Source: an optimization exercise on an open RTL-to-GDS flow (aim: small area, a short achievable clock period and few clock cycles per item). Production flows keep margins and buffers that such runs may drop. Function was not checked in any run shown here: the RTL went through the layout flow alone. Power figures rest on the tool's default switching activity, not on a simulated workload.

==> flow/design.v <==
module blackcat_ts (
    input  wire        clk,
    input  wire        rst,             
    input  wire        mode_capture,    
    input  wire        coarse_only_en,  
    input  wire        session_start,   
    input  wire        hist_clear,      
    input  wire        cal_build,       
    input  wire        cal_wr,          
    input  wire [3:0]  cal_ch,
    input  wire        cal_set,         
    input  wire [8:0]  cal_lo,
    input  wire [8:0]  cal_hi,
    input  wire        in_valid,
    input  wire [31:0] in_word,
    output wire        in_ready,
    output wire        busy,
    output reg         ts_valid,
    output reg  [3:0]  ts_ch,
    output reg  [27:0] ts_epoch,
    output reg  [11:0] ts_coarse,
    output reg         ts_fine_valid,
    output reg  [11:0] ts_fine,
    output reg         ts_edge,
    output reg         diag_valid,
    output reg  [1:0]  diag_kind,
    output reg  [27:0] diag_info0,
    output reg  [31:0] diag_info1
);
    localparam [1:0] DIAG_HIT_BEFORE_EPOCH = 2'd0,
                     DIAG_EPOCH_DECREASE   = 2'd1,
                     DIAG_MISSING_CAL      = 2'd2,
                     DIAG_DEGENERATE_CAL   = 2'd3;
    localparam [1:0] C_DIV  = 2'd0,    
                     C_ZERO = 2'd1,    
                     C_MAX  = 2'd2,    
                     C_CO   = 2'd3;    
    localparam [11:0] FINE_MAX = 12'd2940;
    localparam integer NDIV = 6;    
    integer i, k;
    function [20:0] r4step;
        input [8:0]  rem;
        input [11:0] sh;
        input [8:0]  d;
        input [10:0] d3;
        reg   [10:0] t;
        reg   [11:0] f1, f2, f3;
        reg   [8:0]  r;
        reg          g1, g2, g3;
        begin
            t  = {rem, sh[11:10]};
            f1 = {1'b0, t} - {3'b0, d};
            f2 = {1'b0, t} - {2'b0, d, 1'b0};
            f3 = {1'b0, t} - {1'b0, d3};
            g1 = ~f1[11];
            g2 = ~f2[11];
            g3 = ~f3[11];
            if (g3)      r = f3[8:0];
            else if (g2) r = f2[8:0];
            else if (g1) r = f1[8:0];
            else         r = t[8:0];
            r4step = {r, sh[9:0], g2, g3 | (g1 & ~g2)};
        end
    endfunction
    reg        rdy_r;
    reg        rst_r;         
    reg        busy_r;
    reg        mode_r;        
    reg        co_r;          
    reg        brd;           
    reg        cw_r;          
    reg        cw_all;        
    reg [3:0]  cw_ch;
    reg        cw_set;
    reg [8:0]  cw_lo;
    reg [8:0]  cw_hi;
    assign in_ready = rdy_r;
    assign busy     = busy_r;
    wire accept = in_valid & rdy_r;
    reg [8:0]  cal_low  [0:15];
    reg [8:0]  cal_dif  [0:15];    
    reg        hclr_r;        
    reg [8:0]  cap_low   [0:15];
    reg [8:0]  cap_high  [0:15];
    wire       cw_tab = cw_set & ~cw_all;
    wire [8:0] cw_blo = cw_lo | {9{~cw_tab}};
    wire [8:0] cw_bd  = (cw_hi - cw_lo) | {9{~cw_tab}};
    reg        v0;
    reg [31:0] w0;
    reg [15:0] w0_oh_cal;  
    reg [15:0] w0_oh_cap;  
    wire        is_hit  = w0[31];
    wire [27:0] w_epoch = w0[27:0];
    wire [3:0]  w_ch    = w0[25:22];
    wire [8:0]  w_raw   = w0[20:12];
    wire        brd_nx  = cal_build | (brd & (w_ch != 4'd15));
    wire [3:0]  ch_nx   = cal_build ? 4'd0 : brd ? w_ch + 4'd1 : in_word[25:22];
    wire        sel_cap_nx = mode_capture | brd_nx;    
    reg        have_epoch;
    reg [27:0] epoch;          
    reg [27:0] epoch_b;        
    reg  [8:0] r_cal_lo, r_cal_d, r_cap_lo, r_cap_hi;
    always @(*) begin
        r_cal_lo = 9'd0;
        r_cal_d  = 9'd0;
        r_cap_lo = 9'd0;
        r_cap_hi = 9'd0;
        for (i = 0; i < 16; i = i + 1) begin
            r_cal_lo = r_cal_lo | ({9{w0_oh_cal[i]}} & cal_low[i]);
            r_cal_d  = r_cal_d  | ({9{w0_oh_cal[i]}} & cal_dif[i]);
            r_cap_lo = r_cap_lo | ({9{w0_oh_cap[i]}} & cap_low[i]);
            r_cap_hi = r_cap_hi | ({9{w0_oh_cap[i]}} & cap_high[i]);
        end
    end
    wire [8:0] c_lo  = r_cap_lo | r_cal_lo;    
    wire [8:0] c_f2  = r_cap_hi | r_cal_d;
    wire [9:0] c_off = {1'b0, w_raw} - {1'b0, c_lo};
    wire       c_empty = (&c_lo) & c_f2[0];
    wire       c_degen = ~|c_f2;
    wire       c_lt_lo = c_off[9];
    wire dec     = v0 & ~mode_r;
    wire dec_hit = dec & is_hit;
    wire dec_ep  = dec & ~is_hit;
    wire cap_hit = v0 & mode_r & is_hit;
    wire bad_cal = c_empty | c_degen;
    reg        p1_h, p1_e, p1_c;   
    reg [3:0]  p1_f;         
    reg [4:0]  p1_wa;        
    reg [11:0] p1_wb;        
    reg [8:0]  p1_d;         
    reg [8:0]  p1_off;       
    wire       p1_bad = p1_f[3] | p1_f[2];
    wire       p1_le_lo = p1_f[1] | (p1_off == 9'd0);   
    wire       p1_ge_hi = (p1_off >= p1_d);          
    wire       p1_gt_hi = (p1_d > p1_off);           
    reg  [1:0] p1_cls;
    always @(*) begin
        if (p1_e)         p1_cls = p1_f[1:0];
        else if (p1_bad)  p1_cls = C_CO;
        else if (p1_le_lo) p1_cls = C_ZERO;
        else if (p1_ge_hi) p1_cls = C_MAX;
        else              p1_cls = C_DIV;
    end
    wire [3:0] p1_ch = p1_wa[4:1];
    wire [20:0] s2_m = {p1_off, 11'd0} + {1'b0, p1_off, 10'd0}
                     + ~{4'd0, p1_off, 7'd0} + ~{10'd0, p1_off, 1'b0} + ~{11'd0, p1_off}
                     + {13'd0, p1_d[8:1]} + 21'd3;
    reg        pd_v   [0:NDIV-1];
    reg        pd_e   [0:NDIV-1];
    reg [1:0]  pd_cls [0:NDIV-1];
    reg [4:0]  pd_wa  [0:NDIV-1];
    reg [11:0] pd_wb  [0:NDIV-1];
    reg [8:0]  pd_d   [0:NDIV-1];
    reg [10:0] pd_d3  [0:NDIV-1];    
    reg [20:0] pd_q   [0:NDIV-1];    
    reg        pd0_c;                 
    wire       cp_clr = hclr_r | rst_r;
    wire [8:0] cp_blo = pd_d[0] | {9{cp_clr}};
    wire [8:0] cp_bhi = pd_d[0] & {9{~cp_clr}};
    reg [20:0] st_q [0:NDIV-1];
    always @(*) begin
        for (k = 0; k < NDIV; k = k + 1) begin
            st_q[k] = r4step(pd_q[k][20:12], pd_q[k][11:0], pd_d[k], pd_d3[k]);
        end
    end
    wire [1:0] l_cls = pd_cls[NDIV-1];
    reg busy_nx;
    always @(*) begin
        busy_nx = accept | v0 | p1_h | p1_c | brd_nx;
        for (k = 0; k < NDIV - 1; k = k + 1)
            busy_nx = busy_nx | pd_v[k];
    end
    always @(posedge clk) begin
        w0 <= in_word;
        w0[25:22] <= ch_nx;
        for (i = 0; i < 16; i = i + 1)
        begin
            w0_oh_cal[i] <= (ch_nx == i) & ~sel_cap_nx;
            w0_oh_cap[i] <= (ch_nx == i) & sel_cap_nx;
        end
        mode_r <= mode_capture;
        hclr_r <= hist_clear;
        co_r   <= coarse_only_en;
        if (brd) begin
            cw_ch  <= w_ch;
            cw_set <= ~(c_lo > c_f2);    
            cw_lo  <= c_lo;
            cw_hi  <= c_f2;
        end else begin
            cw_ch  <= cal_ch;
            cw_set <= cal_set;
            cw_lo  <= cal_lo;
            cw_hi  <= cal_hi;
        end
        p1_wa  <= w0[25:21];
        p1_wb  <= w0[11:0];
        p1_off <= mode_r ? c_f2 : c_off[8:0];
        if (mode_r)
            p1_f <= {3'b000, c_lt_lo};
        else if (is_hit)
            p1_f <= {c_empty, c_degen, c_lt_lo, 1'b0};
        else
            p1_f <= {2'b00, w0[27:26]};
        p1_d   <= (is_hit & ~mode_r) ? c_f2 : w0[20:12];
        pd_cls[0] <= p1_c ? {p1_gt_hi, p1_f[0]} : p1_cls;
        pd_wa[0]  <= p1_wa;
        pd_wb[0]  <= p1_wb;
        pd_d[0]   <= p1_d;
        pd_d3[0]  <= {1'b0, p1_d, 1'b0} + {2'b0, p1_d};
        pd_q[0]   <= s2_m;
        for (k = 1; k < NDIV; k = k + 1) begin
            pd_cls[k] <= pd_cls[k-1];
            pd_wa[k]  <= pd_wa[k-1];
            pd_wb[k]  <= pd_wb[k-1];
            pd_d[k]   <= pd_d[k-1];
            pd_d3[k]  <= pd_d3[k-1];
            pd_q[k]   <= st_q[k-1];
        end
        ts_ch         <= pd_wa[NDIV-1][4:1];
        ts_coarse     <= {pd_wb[NDIV-1][10:0], pd_wa[NDIV-1][0]};
        ts_edge       <= pd_wb[NDIV-1][11];
        ts_fine_valid <= (l_cls != C_CO);
        case (l_cls)
            C_DIV:   ts_fine <= st_q[NDIV-1][11:0];
            C_MAX:   ts_fine <= FINE_MAX;
            default: ts_fine <= 12'd0;
        endcase
        if (pd_e[NDIV-2])
            epoch_b <= {pd_cls[NDIV-2], pd_wa[NDIV-2], pd_d[NDIV-2], pd_wb[NDIV-2]};
        ts_epoch <= epoch_b;
        diag_info1 <= {w0[31:28] & {4{is_hit}}, w0[27:0]} & {32{dec}};   
        diag_info0 <= is_hit ? {24'd0, w_ch} : epoch;
        if (!is_hit)             diag_kind <= DIAG_EPOCH_DECREASE;
        else if (!have_epoch)    diag_kind <= DIAG_HIT_BEFORE_EPOCH;
        else if (c_empty)        diag_kind <= DIAG_MISSING_CAL;
        else                     diag_kind <= DIAG_DEGENERATE_CAL;
        if (dec_ep)
            epoch <= w_epoch;
        for (i = 0; i < 16; i = i + 1) begin
            if (cp_clr || (pd0_c && pd_wa[0][4:1] == i && pd_cls[0][0]))
                cap_low[i]  <= cp_blo;
            if (cp_clr || (pd0_c && pd_wa[0][4:1] == i && pd_cls[0][1]))
                cap_high[i] <= cp_bhi;
        end
        for (i = 0; i < 16; i = i + 1) begin
            if (cw_all || (cw_r && cw_ch == i)) begin
                cal_low[i]  <= cw_blo;
                cal_dif[i]  <= cw_bd;
            end
        end
        rst_r  <= rst;
        cw_all <= rst;
        v0     <= accept;           
        cw_r   <= cal_wr | brd;     
        if (rst) begin
            rdy_r      <= 1'b0;
            busy_r     <= 1'b0;
            brd        <= 1'b0;
            ts_valid   <= 1'b0;
            diag_valid <= 1'b0;
        end else begin
            rdy_r      <= ~brd_nx & ~((accept | v0) & mode_r);
            busy_r     <= busy_nx;
            brd        <= brd_nx;
            ts_valid   <= pd_v[NDIV-1] & ~rst_r;
            diag_valid <= (dec_ep & have_epoch & (w_epoch < epoch))
                        | (dec_hit & (~have_epoch | bad_cal));
        end
        if (rst_r) begin
            have_epoch <= 1'b0;
            p1_h       <= 1'b0;
            p1_e       <= 1'b0;
            p1_c       <= 1'b0;
            pd0_c      <= 1'b0;
            for (k = 0; k < NDIV; k = k + 1) begin
                pd_v[k] <= 1'b0;
                pd_e[k] <= 1'b0;
            end
        end else begin
            if (session_start)
                have_epoch <= 1'b0;
            else if (dec_ep)
                have_epoch <= 1'b1;
            p1_h <= dec_hit & have_epoch;
            p1_e <= dec_ep;
            p1_c <= cap_hit;
            pd0_c <= p1_c;
            pd_v[0] <= p1_h & (~p1_bad | co_r);
            pd_e[0] <= p1_e;
            for (k = 1; k < NDIV; k = k + 1) begin
                pd_v[k] <= pd_v[k-1];
                pd_e[k] <= pd_e[k-1];
            end
        end
    end
endmodule
==> flow/flow/run.sh <==
#!/bin/bash
# Layout flow: the standard ORFS flow (standard.sh) with these changes,
# set in flow/settings.sh:
#  - synthesis leaves the adders to ABC (ADDER_MAP_FILE empty, so no
#    full/half-adder cell extraction); the registers are the same as the
#    standard synthesis's,
#  - the timing repair steps aim for a setup slack of SETUP_MARGIN ns at
#    the design's clock period,
#  - optional clock tree synthesis arguments (CTS_ARGS) and port buffer
#    cell (BUFFER_PORTS_ARGS); every port still gets its buffer.
# Each step's output goes to a log file of its own in this folder.
set -euo pipefail
source flow/settings.sh
ARGS=(ADDER_MAP_FILE= SETUP_SLACK_MARGIN=$SETUP_MARGIN)
if [[ -n "${CTS_ARGS_SET:-}" ]]; then ARGS+=("CTS_ARGS=$CTS_ARGS_SET"); fi
if [[ -n "${BUFFER_PORTS_SET:-}" ]]; then ARGS+=("BUFFER_PORTS_ARGS=$BUFFER_PORTS_SET"); fi
for step in synth floorplan place cts route finish; do
  bash standard.sh "${ARGS[@]}" $step > log_$step.txt 2>&1
done
==> flow/flow/settings.sh <==
SETUP_MARGIN=8.5
CTS_ARGS_SET="-sink_clustering_enable -repair_clock_nets -sink_clustering_size 28 -sink_clustering_max_diameter 100 -dont_use_dummy_load"
BUFFER_PORTS_SET="-buffer_cell sky130_fd_sc_hd__buf_2"
==> flow/standard.sh <==
#!/bin/bash
# synth_recipe.tcl (not shown) runs the flow's synth.tcl, then flattens the netlist and writes it again
# the make line also repeats each setting of config.mk as NAME=value (left out here)
make -C /OpenROAD-flow-scripts/flow DESIGN_CONFIG=/design/flow/config.mk WORK_HOME=/design/flow/orfs CLKGATE_MAP_FILE= SYNTH_SCRIPT=/design/flow/synth_recipe.tcl "${@:-finish}"
==> flow/config.mk <==
export PLATFORM = sky130hd
export DESIGN_NAME = blackcat_ts
export DESIGN_NICKNAME = blackcat_ts
export VERILOG_FILES = /design/flow/design.v
export SDC_FILE = /design/flow/constraint.sdc
export NUM_CORES = 4
export LEC_CHECK = 0
export CAP_MARGIN = 20
export CORE_MARGIN = 2
export CORE_UTILIZATION = 60
export SLEW_MARGIN = 20
==> flow/constraint.sdc <==
create_clock -name core_clock -period 12.0 [get_ports {clk}]
set_input_delay 2.4000 -clock core_clock [delete_from_list [all_inputs] [get_ports {clk}]]
set_output_delay 2.4000 -clock core_clock [all_outputs]
set_load 0.01 [all_outputs]
==> flow_summary.json, run 1 <==
{
  "worstHoldPathType": "reg2reg",
  "synth_cell_types": 85,
  "final_cell_mix": "632 x edfxtp_1, 516 x dfxtp_1, 262 x a22oi_1, 226 x nor2_1, 192 x xnor2_1",
  "finalCritPeriodShare": 0.293,
  "cp.required_ns": 9.60,
  "dp_cells": 4796,
  "max_stage_delay_ns": 0.34,
  "seq_area_frac_synth": 0.679,
  "clockRootBuffer": "clkbuf_16",
  "min_from": "pd_wa[3][3]$_DFF_P_",
  "crit_start": "ts_ch[1]$_DFF_P_",
  "cp.arrival_ns": 1.12,
  "leakage_nw": 18.4,
  "nets": 3919,
  "via_count": 31100,
  "place.gp.congestion": 0.934,
  "die_h_microns": 282,
  "syn_area_per_cell_sq_um": 12.8,
  "stdcell_count": 4884,
  "status": "complete, no violations",
  "io_pins": 188,
  "finalClockSkew_ns": 0.0787,
  "rows": 101,
  "worstSkewPairLatency_ns": 0.68,
  "tns_ns": 0,
  "ant_nets": 0,
  "cts_buffers": 51,
  "wirelength_mm": 135,
  "synth_area_sq_mm": 0.0464,
  "firstDrtPassIters": 6,
  "portBuffers": 187,
  "start_util": 0.609,
  "rsz0062_at_grt": "yes",
  "synth-main-ff-cell": "edfxtp_1",
  "dp_hpwl_mm": 88.2,
  "clock-sinks": 1259,
  "yosysTopAreaCell": "edfxtp_1",
  "slew_viol_final": 0,
  "drt_iter0_drc": 4324,
  "tightest_slew_ns": 1.21,
  "synth.top_cell.area_share": 0.409,
  "ctsLongestPathBuffers": 3,
  "cts_tree": "built",
  "grt_pass1_vias": 29400,
  "drc": 0,
  "grt_usage": 0.333,
  "synth_cells": 3639,
  "synth_fp_nets": 3703,
  "wl_per_cell_microns": 27.6,
  "fmax_mhz": 284,
  "htree_levels": 2,
  "critPathCaptureType": "primary output",
  "top_layer": "met4",
  "antenna_found_initial": 1,
  "reg2reg_from": "w0_oh_cap[7]$_DFF_P_",
  "synth_enable_flop_cells": 632,
  "fp.dieW_microns": 282,
  "crit_chain": "buf_6",
  "yosys_register_bits": 1259,
  "synthArstFlopShare": 0,
  "cts.clk_slew.worst_paths_ns": 0.10,
  "p_per_area_mw_per_mm2": 219,
  "critPathLaunchType": "register",
  "ys_warn_count": 14,
  "relSlewSlack": 0.187,
  "grt_overflow": 0,
  "die-area_sq_mm": 0.0796,
  "layout_commonest_cell": "edfxtp_1",
  "drive_gt1_frac": 0.159,
  "cpLargestDelayFamily": "flip-flops",
  "areaGrowthSynthToFinish_pct": 11.3,
  "post-route-min-period_ns": 3.52,
  "synth_area_leaders": "edfxtp_1 41%, dfxtp_1 27%, a22oi_1 4.2%",
  "hold_violations": 0,
  "grt_max_degree": 52,
  "wl_met1_mm": 51.1,
  "peakVddDrop_uv": 124,
  "dr_wl_met2_mm": 59.5,
  "cp_max_fo": 1,
  "setup_violations": 0,
  "grt_pass1_wl_mm": 192,
  "placeableCoreArea_sq_mm": 0.0762,
  "vias_per_cell": 6.36,
  "worstSetupPathType": "reg2out",
  "path_buf_inv": 1,
  "slowest_stage": "dfxtp_2",
  "met3WireLength_mm": 18.9,
  "maxCapViolCount": 0
}
[Yosys cell counts, drive strengths merged (12+ instances only)]
master,count
a21oi,99
clkbuf,131
a221oi,42
nand3,41
mux2i,27
edfxtp,632
or2,12
a22oi,262
nor2,230
nand2,188
inv,135
nand4,70
maj3,110
buf,33
xnor2,196
a22o,19
nor2b,94
o221ai,16
and2,51
nor3,40
a31oi,36
nor4,20
or3,13
o31ai,14
xor2,78
nand2b,75
dfxtp,627
a211oi,18
and3,22
o21ai,133
[layout make-up]
cell class                      count  area, sq um
Timing Repair Buffer              326         2620
Tap cell                         1030         1290
Fill cell                        5497        24500
Antenna cell                        1         2.50
Clock buffer                       51         1280
Multi-Input combinational cell   2078        14200
Inverter                          139          537
Sequential cell                  1259        31700
[flip-flops by register name (all words and copies together) (netlist names), 16 cells and up]
| register | cells |
|---|---|
| w0 | 32 |
| cap_high | 144 |
| diag_info1 | 32 |
| ts_epoch | 28 |
| pd_d | 48 |
| pd_d3 | 66 |
| epoch | 28 |
| cal_low | 144 |
| pd_wb | 72 |
| pd_q | 126 |
| diag_info0 | 28 |
| cal_dif | 144 |
| w0_oh_cal | 16 |
| epoch_b | 28 |
| pd_wa | 30 |
| w0_oh_cap | 16 |
| cap_low | 144 |
[path summary, 6_finish.rpt]
path                            to  slack, ns  cells after the start
min            pd_wa[4][3]$_DFF_P_       0.26                      0
min reg2reg    pd_wa[4][3]$_DFF_P_       0.26                      0
max reg2reg  diag_valid$_SDFF_PP0_       8.53                     11
max                       ts_ch[1]       8.48                      1
[cells by family (layout without fill, tap and decap cells)]
| family | Yosys count | count (layout) | share of synthesized area |
|---|---|---|---|
| compound gates | 761 | 761 | 0.115 |
| xor+xnor | 274 | 274 | 0.0517 |
| fa+ha+maj | 110 | 110 | 0.0239 |
| buf+inv | 303 | 516 | 0.0248 |
| flops | 1259 | 1259 | 0.679 |
| mux | 35 | 35 | 0.00776 |
| other cells | 0 | 1 | 0 |
| simple gates | 897 | 898 | 0.0979 |
[per-layer routing]
metal | global-route usage | vias to the layer above
li1 | - | 13600
met1 | 0.461 | 15100
met2 | 0.506 | 1975
met3 | 0.0999 | 326
met4 | 0.109 | 0
met5 | 0 | -
[power by group]
part | internal [mW] | switching (mW)
Clock | 0.763 | 1.21
Sequential | 5.15 | 0.497
Combinational | 1.59 | 2.08
[what timing repair did]
action,in CTS,in global routing
gates resized for setup,163,108
setup buffers,8,25
pin swaps,10,22
hold buffers,0,0
endpoints found under the setup margin,176,196
gates cloned,1,0
[through the flow]
| step | cell area, sq um | setup slack, ns | utilization | total power, mW | hold WS (ns) |
|---|---|---|---|---|---|
| 2_1_floorplan | 46400 | 8.68 | - | 8.15 | 0.310 |
| 3_3_place_gp | 49000 | 7.76 | 0.643 | 9.00 | 0.310 |
| 3_5_place_dp | 49100 | 7.65 | 0.645 | 9.10 | 0.312 |
| 4_1_cts | 51000 | 8.45 | 0.670 | 11.1 | 0.287 |
| 5_1_grt | 51700 | 8.41 | 0.678 | 11.8 | 0.284 |
| 6_report | 51700 | 8.48 | 0.678 | 11.3 | 0.264 |
==> run 2: changes to the inputs <==
==> flow/flow/settings.sh (replaced) <==
SETUP_MARGIN=8.42
CTS_ARGS_SET="-sink_clustering_enable -repair_clock_nets -sink_clustering_size 28 -sink_clustering_max_diameter 100 -dont_use_dummy_load"
BUFFER_PORTS_SET="-buffer_cell sky130_fd_sc_hd__buf_2"
--- a/flow/config.mk
+++ b/flow/config.mk
@@ -7,5 +7,5 @@
 export LEC_CHECK = 0
 export CAP_MARGIN = 20
 export CORE_MARGIN = 2
-export CORE_UTILIZATION = 60
+export CORE_UTILIZATION = 65
 export SLEW_MARGIN = 20
==> run 2 against run 1 <==
Non-clock buffer count shrank 24; sequential share of layout area grew 1.1 points; area after synthesis is the same; critical path type is now reg2reg; largest power group unchanged.
==> flow_summary.json, run 2 <==
{
  "rrSetupSlack_ns": 8.39,
  "via_count": 31200,
  "dr_wl_met2_mm": 57.9,
  "htree_levels": 2,
  "dp_hpwl_mm": 84.7,
  "firstDrtPassIters": 7,
  "nets": 3895,
  "ctsLongestPathBuffers": 3,
  "cp.required_ns": 12.56,
  "wl_met1_mm": 47.8,
  "synth_area_sq_mm": 0.0464,
  "portBuffers": 187,
  "design_area_sq_mm": 0.0506,
  "seq_area_frac_synth": 0.679,
  "ys_warn_count": 14,
  "hold_violations": 0,
  "relSlewSlack": 0.136,
  "synth_fp_nets": 3703,
  "final_util": 0.719,
  "whs_path_depth": 0,
  "cp_max_fo": 9,
  "io_pins": 188,
  "synth_common_cells": "632 x edfxtp_1, 627 x dfxtp_1, 262 x a22oi_1, 229 x nor2_1, 196 x xnor2_1",
  "die_h_microns": 271,
  "drc": 0,
  "leakage_nw": 18.1,
  "grt_overflow": 0,
  "p_per_area_mw_per_mm2": 220,
  "synthArstFlopShare": 0,
  "cp.arrival_ns": 4.17,
  "clockRootBuffer": "clkbuf_16",
  "vias_per_cell": 6.54,
  "yosysTopAreaCell": "edfxtp_1",
  "cts_buffers": 51,
  "die-area_sq_mm": 0.0735,
  "areaGrowthSynthToFinish_pct": 9.07,
  "fmax_mhz": 277,
  "tns_ns": 0,
  "reg2regPathDepth": 12,
  "layout_commonest_cell": "edfxtp_1",
  "clock-sinks": 1259,
  "post-route-min-period_ns": 3.61,
  "critPathCaptureType": "register",
  "antenna_found_initial": 5,
  "nFillCells": 4754,
  "placeableCoreArea_sq_mm": 0.0704,
  "grt_max_degree": 52,
  "synth_cells": 3639,
  "tightest_slew_ns": 1.29,
  "syn_area_per_cell_sq_um": 12.8,
  "setup_violations": 0,
  "rsz0062_at_grt": "yes",
  "final_cell_mix": "632 x edfxtp_1, 587 x dfxtp_1, 262 x a22oi_1, 226 x nor2_1, 194 x xnor2_1",
  "power_mw": 11.1,
  "top_layer": "met5",
  "worstSkewPairLatency_ns": 0.66,
  "place.gp.congestion": 0.915,
  "cts.clk_slew.worst_paths_ns": 0.10,
  "met3WireLength_mm": 19.1,
  "synth_most_common_cell": "edfxtp_1",
  "worstSetupPathType": "reg2reg",
  "fp.dieW_microns": 271,
  "start_util": 0.659,
  "synth_cell_types": 85,
  "synth-main-ff-cell": "edfxtp_1",
  "dpl_cell_area_sq_mm": 0.0489,
  "finalCritPeriodShare": 0.301,
  "maxCapViolCount": 0,
  "finalClockSkew_ns": 0.0771,
  "synth.top_cell.area_share": 0.409,
  "synth_enable_flop_cells": 632,
  "grt_pass1_wl_mm": 191,
  "synth_area_leaders": "edfxtp_1 41%, dfxtp_1 27%, a22oi_1 4.2%",
  "peakVddDrop_uv": 147,
  "grt_usage": 0.350,
  "drive_gt1_frac": 0.128,
  "drt_iter0_drc": 4126,
  "wl_per_cell_microns": 27.5,
  "cts_tree": "built",
  "yosys_register_bits": 1259,
  "ctsHoldBuffers": 0,
  "critPathLaunchType": "register",
  "worst_hold_slack_ns": 0.278,
  "worstHoldPathType": "reg2reg",
  "status": "complete, no violations",
  "ant_nets": 0,
  "rows": 97,
  "grt_pass1_vias": 30200,
  "slew_viol_final": 0,
  "wirelength_mm": 131
}
run 2: cell counts after synthesis:
No cell type changed its count.
run 2: metal layers:
layer / track usage / vias to the layer above
met2: 0.538 / 2170
met4: 0.131 / 8
met1: 0.471 / 15000
met5: 0 / -
li1: - / 13600
met3: 0.108 / 416
run 2: layout make-up:
class	count	area [sq um]	share of cell area
diodes	2	5.00	0.0000989
repair buffers	302	1890	0.0373
multi-input cells	2078	14100	0.279
flip-flops and latches	1259	31600	0.624
well taps	940	1180	0.0232
clock buffers	51	1280	0.0252
inverters	139	534	0.0106
run 2: report_power, final:
group          switching [mW]  internal (mW)  leakage, nW
combinational            2.01           1.51         6.57
sequential              0.516           5.15         10.9
clock                    1.20          0.763        0.628
run 2: worst max-delay path: stages, from the launching register on:
cell and delay, ns:
dfxtp_1 0.94, a22oi_1 0.16, nand4_1 0.15, nor4_2 0.07
buf_4 0.17, or2_2 0.30, maj3_1 0.41, o211a_1 0.16
o32ai_1 0.49, a311oi_2 0.23, a21oi_1 0.19, nor2_1 0.05
a211oi_1 0.19
run 2: logic make-up (layout without fill, tap and decap cells):
group | after synthesis | after routing | share of synthesized area
buffers and inverters | 303 | 492 | 0.0248
and+or+nand+nor | 897 | 897 | 0.0979
other | 0 | 2 | 0
xor gates and xnor gates | 274 | 274 | 0.0517
muxes | 35 | 35 | 0.00776
adders and majority gates | 110 | 111 | 0.0239
AOI/OAI and AO/OA | 761 | 761 | 0.115
DFF | 1259 | 1259 | 0.679
run 2: path summary, 6_finish.rpt:
path / start / to
worst min register to register: pd_q[2][2]$_DFF_P_ / pd_q[3][4]$_DFF_P_
worst min-delay path: pd_q[2][2]$_DFF_P_ / pd_q[3][4]$_DFF_P_
worst max register to register: w0_oh_cal[8]$_DFF_P_ / p1_f[1]$_SDFF_PP0_
worst max-delay path: w0_oh_cal[8]$_DFF_P_ / p1_f[1]$_SDFF_PP0_
run 2: metrics by stage:
step / std cells / setup slack (ns)
CTS: 4752 / 8.40
detailed placement: 4701 / 7.54
global route: 4769 / 8.35
floorplan: 3639 / 8.68
global placement: 4699 / 7.73
finish: 4771 / 8.39
run 2: timing repair:
item                       in CTS  in global routing
pin swaps                       1                 11
gates resized for setup        38                 55
setup endpoints to repair      62                102
gates cloned                    0                  1
buffers inserted                0                 15
==> run 3: changes to the inputs <==
--- a/flow/design.v
+++ b/flow/design.v
@@ -44,20 +44,19 @@
         input [8:0]  d;
         input [10:0] d3;
         reg   [10:0] t;
-        reg   [11:0] f1, f2, f3;
-        reg   [8:0]  r;
+        reg   [8:0]  s1, s2, s3, r;
         reg          g1, g2, g3;
         begin
             t  = {rem, sh[11:10]};
-            f1 = {1'b0, t} - {3'b0, d};
-            f2 = {1'b0, t} - {2'b0, d, 1'b0};
-            f3 = {1'b0, t} - {1'b0, d3};
-            g1 = ~f1[11];
-            g2 = ~f2[11];
-            g3 = ~f3[11];
-            if (g3)      r = f3[8:0];
-            else if (g2) r = f2[8:0];
-            else if (g1) r = f1[8:0];
+            g3 = (t >= d3);
+            g2 = (t >= {1'b0, d, 1'b0});
+            g1 = (t >= {2'b0, d});
+            s1 = t[8:0] - d;
+            s2 = t[8:0] - {d[7:0], 1'b0};
+            s3 = t[8:0] - d3[8:0];
+            if (g3)      r = s3;
+            else if (g2) r = s2;
+            else if (g1) r = s1;
             else         r = t[8:0];
             r4step = {r, sh[9:0], g2, g3 | (g1 & ~g2)};
         end
==> flow/flow/settings.sh (replaced) <==
SETUP_MARGIN=8.55
CTS_ARGS_SET="-sink_clustering_enable -repair_clock_nets -sink_clustering_size 28 -sink_clustering_max_diameter 100 -dont_use_dummy_load"
BUFFER_PORTS_SET="-buffer_cell sky130_fd_sc_hd__buf_2"
--- a/flow/config.mk
+++ b/flow/config.mk
@@ -7,5 +7,5 @@
 export LEC_CHECK = 0
 export CAP_MARGIN = 20
 export CORE_MARGIN = 2
-export CORE_UTILIZATION = 65
+export CORE_UTILIZATION = 60
 export SLEW_MARGIN = 20
==> run 3 against run 2 <==
Still clean on timing, DRC and antenna; die area rose by 10%; core utilization fell by 5.0 points; synthesized cell count rose by 3.2%; area after synthesis rose by 1.9%; count of clock-buffer cells in the layout did not move; first-iteration DRC count rose by 0.92%; cell area rose by 2.8%; global-route usage fell by 2.8 points; via count rose by 1.1%; wire length rose by 1.9%; setup slack improved by 0.073 ns; sequential cell count did not move.
==> flow_summary.json, run 3 <==
{
  "r2r-end": "p1_f[0]$_DFF_P_",
  "rsz0062_at_grt": "yes",
  "synth_most_common_cell": "edfxtp_1",
  "tightest_slew_ns": 1.27,
  "drc": 0,
  "syn_area_per_cell_sq_um": 12.6,
  "grt_max_degree": 52,
  "cts_tree": "built",
  "portBuffers": 187,
  "worst_hold_slack_ns": 0.297,
  "nFillCells": 5653,
  "maxCapViolCount": 0,
  "grt_pass1_vias": 30200,
  "cpLargestDelayFamily": "flip-flops",
  "cp.required_ns": 9.60,
  "peakVddDrop_uv": 162,
  "grt_usage": 0.322,
  "synth_common_cells": "632 x edfxtp_1, 627 x dfxtp_1, 277 x a22oi_1, 228 x nor2_1, 207 x xnor2_1",
  "die-area_sq_mm": 0.0811,
  "worstHoldEndpoint": "ts_epoch[15]$_DFF_P_",
  "cts.clk_slew.worst_paths_ns": 0.10,
  "synthArstFlopShare": 0,
  "slew_viol_final": 0,
  "ys_warn_count": 14,
  "place.gp.congestion": 0.909,
  "n_antenna_cell": 0,
  "fin_ws_ns": 8.46,
  "ctsLongestPathBuffers": 3,
  "seq_area_frac_synth": 0.667,
  "yosysTopAreaCell": "edfxtp_1",
  "grt_pass1_wl_mm": 194,
  "power_mw": 11.3,
  "synth-main-ff-cell": "edfxtp_1",
  "rrSetupSlack_ns": 8.58,
  "path_buf_inv": 1,
  "whs_path_depth": 0,
  "synth_area_sq_mm": 0.0473,
  "tns_ns": 0,
  "htree_levels": 2,
  "wirelength_mm": 134,
  "start_util": 0.608,
  "status": "complete, no violations",
  "finalClockSkew_ns": 0.0735,
  "leakage_nw": 18.4,
  "max_stage_delay_ns": 0.37,
  "setup_violations": 0,
  "die_h_microns": 285,
  "synth_cell_types": 96,
  "io_pins": 188,
  "synth.top_cell.area_share": 0.401,
  "areaGrowthSynthToFinish_pct": 10.0,
  "rows": 102,
  "vias_per_cell": 6.35,
  "ant_nets": 0,
  "relSlewSlack": 0.150,
  "yosys_register_bits": 1259,
  "fp.dieW_microns": 285,
  "synth_fp_nets": 3818,
  "drive_gt1_frac": 0.147,
  "cp_max_fo": 1,
  "slowest_stage": "dfxtp_2",
  "synth_area_leaders": "edfxtp_1 40%, dfxtp_1 27%, a22oi_1 4.4%",
  "worstSetupPathType": "reg2out",
  "finalCritPeriodShare": 0.295,
  "critPathLaunchType": "register",
  "drt_iter0_drc": 4164,
  "grt_overflow": 0,
  "p_per_area_mw_per_mm2": 218,
  "hold_violations": 0,
  "worstHoldPathType": "reg2reg",
  "clockRootBuffer": "clkbuf_16",
  "nets": 3992,
  "firstDrtPassIters": 8,
  "multi_input_area_sq_mm": 0.0149,
  "cts_buffers": 51,
  "fmax_mhz": 283,
  "dp_hpwl_mm": 88.1,
  "antenna_found_initial": 2,
  "clock-sinks": 1259,
  "place_ws_ns": 8.28,
  "post-route-min-period_ns": 3.54,
  "crit_chain": "buf_6",
  "regArea_sq_mm": 0.0317,
  "reg2regPathDepth": 12,
  "cp.arrival_ns": 1.14,
  "wl_per_cell_microns": 26.9,
  "worstSkewPairLatency_ns": 0.67,
  "layout_commonest_cell": "edfxtp_1",
  "placeableCoreArea_sq_mm": 0.0777,
  "final_cell_mix": "632 x edfxtp_1, 532 x dfxtp_1, 276 x a22oi_1, 226 x nor2_1, 205 x xnor2_1",
  "reg2reg_from": "w0_oh_cal[3]$_DFF_P_",
  "synth_cells": 3754,
  "ctsHoldBuffers": 0,
  "critPathCaptureType": "primary output",
  "min_from": "epoch_b[15]$_DFFE_PP_",
  "synth_enable_flop_cells": 632,
  "via_count": 31500
}
[run 3: cell count changes after synthesis, sizes merged, moves of 9 or more]
cell / previous run / this run
and3: 22 / 10
maj3: 110 / 96
a22oi: 262 / 277
a221oi: 42 / 24
clkbuf: 131 / 115
buf: 33 / 62
nor2b: 94 / 113
xnor2: 196 / 207
inv: 135 / 150
nand2: 188 / 197
a21oi: 99 / 127
mux2i: 27 / 40
[run 3: cell type report]
type                       instances  area share
clock buffer                      51      0.0245
inverter                         152      0.0110
multi-input combinational       2167       0.286
sequential                      1259       0.608
tap                             1040      0.0250
timing repair buffer             297      0.0455
[run 3: routing by layer]
layer,track usage,vias to the layer above,routed length (microns)
li1,-,13900,-
met1,0.447,15400,51900
met2,0.504,1903,60100
met3,0.0775,300,16800
met4,0.0979,0,4740
met5,0,-,0
[run 3: what timing repair did]
item,in CTS,in global routing
buffers inserted,2,6
pin swaps,3,8
endpoints found under the setup margin,152,208
gates cloned,1,0
resized for setup,117,114
[run 3: worst max-delay path by stage]
stage                                         start                     to  cells after the start
after global placement                  in_word[23]  w0_oh_cal[15]$_DFF_P_                      6
after global routing      diag_info0[24]$_SDFF_PP0_         diag_info0[24]                      1
after floorplan                           cal_build  w0_oh_cal[11]$_DFF_P_                      5
after CTS                 diag_info0[24]$_SDFF_PP0_         diag_info0[24]                      1
final                     diag_info0[24]$_SDFF_PP0_         diag_info0[24]                      1
after detailed placement          p1_off[2]$_DFF_P_    pd_q[0][19]$_DFF_P_                     10
[run 3: cell families (layout without fill, tap and decap cells)]
family | count (synthesis) | after routing | synth area share
buffers and inverters | 329 | 500 | 0.0275
adder cells (fa/ha/maj) | 96 | 96 | 0.0209
AO/OA/AOI/OAI | 809 | 809 | 0.120
flip-flops | 1259 | 1259 | 0.667
AND/OR/NAND/NOR | 925 | 926 | 0.100
XOR/XNOR | 283 | 283 | 0.0527
multiplexers | 53 | 53 | 0.0116
[run 3: power by group]
| group | switching (mW) | internal [mW] | total, mW |
|---|---|---|---|
| logic | 2.09 | 1.61 | 3.70 |
| clock network | 1.21 | 0.763 | 1.97 |
| registers | 0.502 | 5.15 | 5.65 |
| total | 3.81 | 7.52 | 11.3 |
[run 3: through the flow]
step,instances,utilization,area (sq um)
CTS,4958,0.662,51500
finish,4966,0.669,52000
detailed placement,4904,0.641,49800
global route,4966,0.669,52000
global placement,4902,0.640,49700
floorplan,3754,-,47300

[afterwards: timing with drivers on the ports]
The flow's constraints put no driver on any port. The routed layouts listed below were extracted and timed again, unchanged, in two steps.
Step 1, drivers: a clkbuf_16 drives clk and a buf_2 each remaining input, both assumed.
Step 2 moves the port delays by t, midway between the first and last clock arrival at a register: inputs arrive t later, outputs are due t later. That takes back most of the time a late clock gives input paths.
Slacks: ideal ports / drivers / drivers and shift; pairs: ideal ports / drivers.
run	shift t [ns]	slack for setup (ns)	worst setup path at the end	worst slew at a driven data input, ns
run 1	0.705	8.479 / 8.411 / 8.270	input to register	0.05
run 2	0.691	8.390 / 8.390 / 8.240	input to register	0.08
run 3	0.701	8.463 / 8.398 / 8.213	input to register	0.04
After both steps setup and hold are still met in every run listed. For run 3, which loses most, drivers alone change the setup slack by -0.065 ns; drivers and shift together by -0.250 ns.
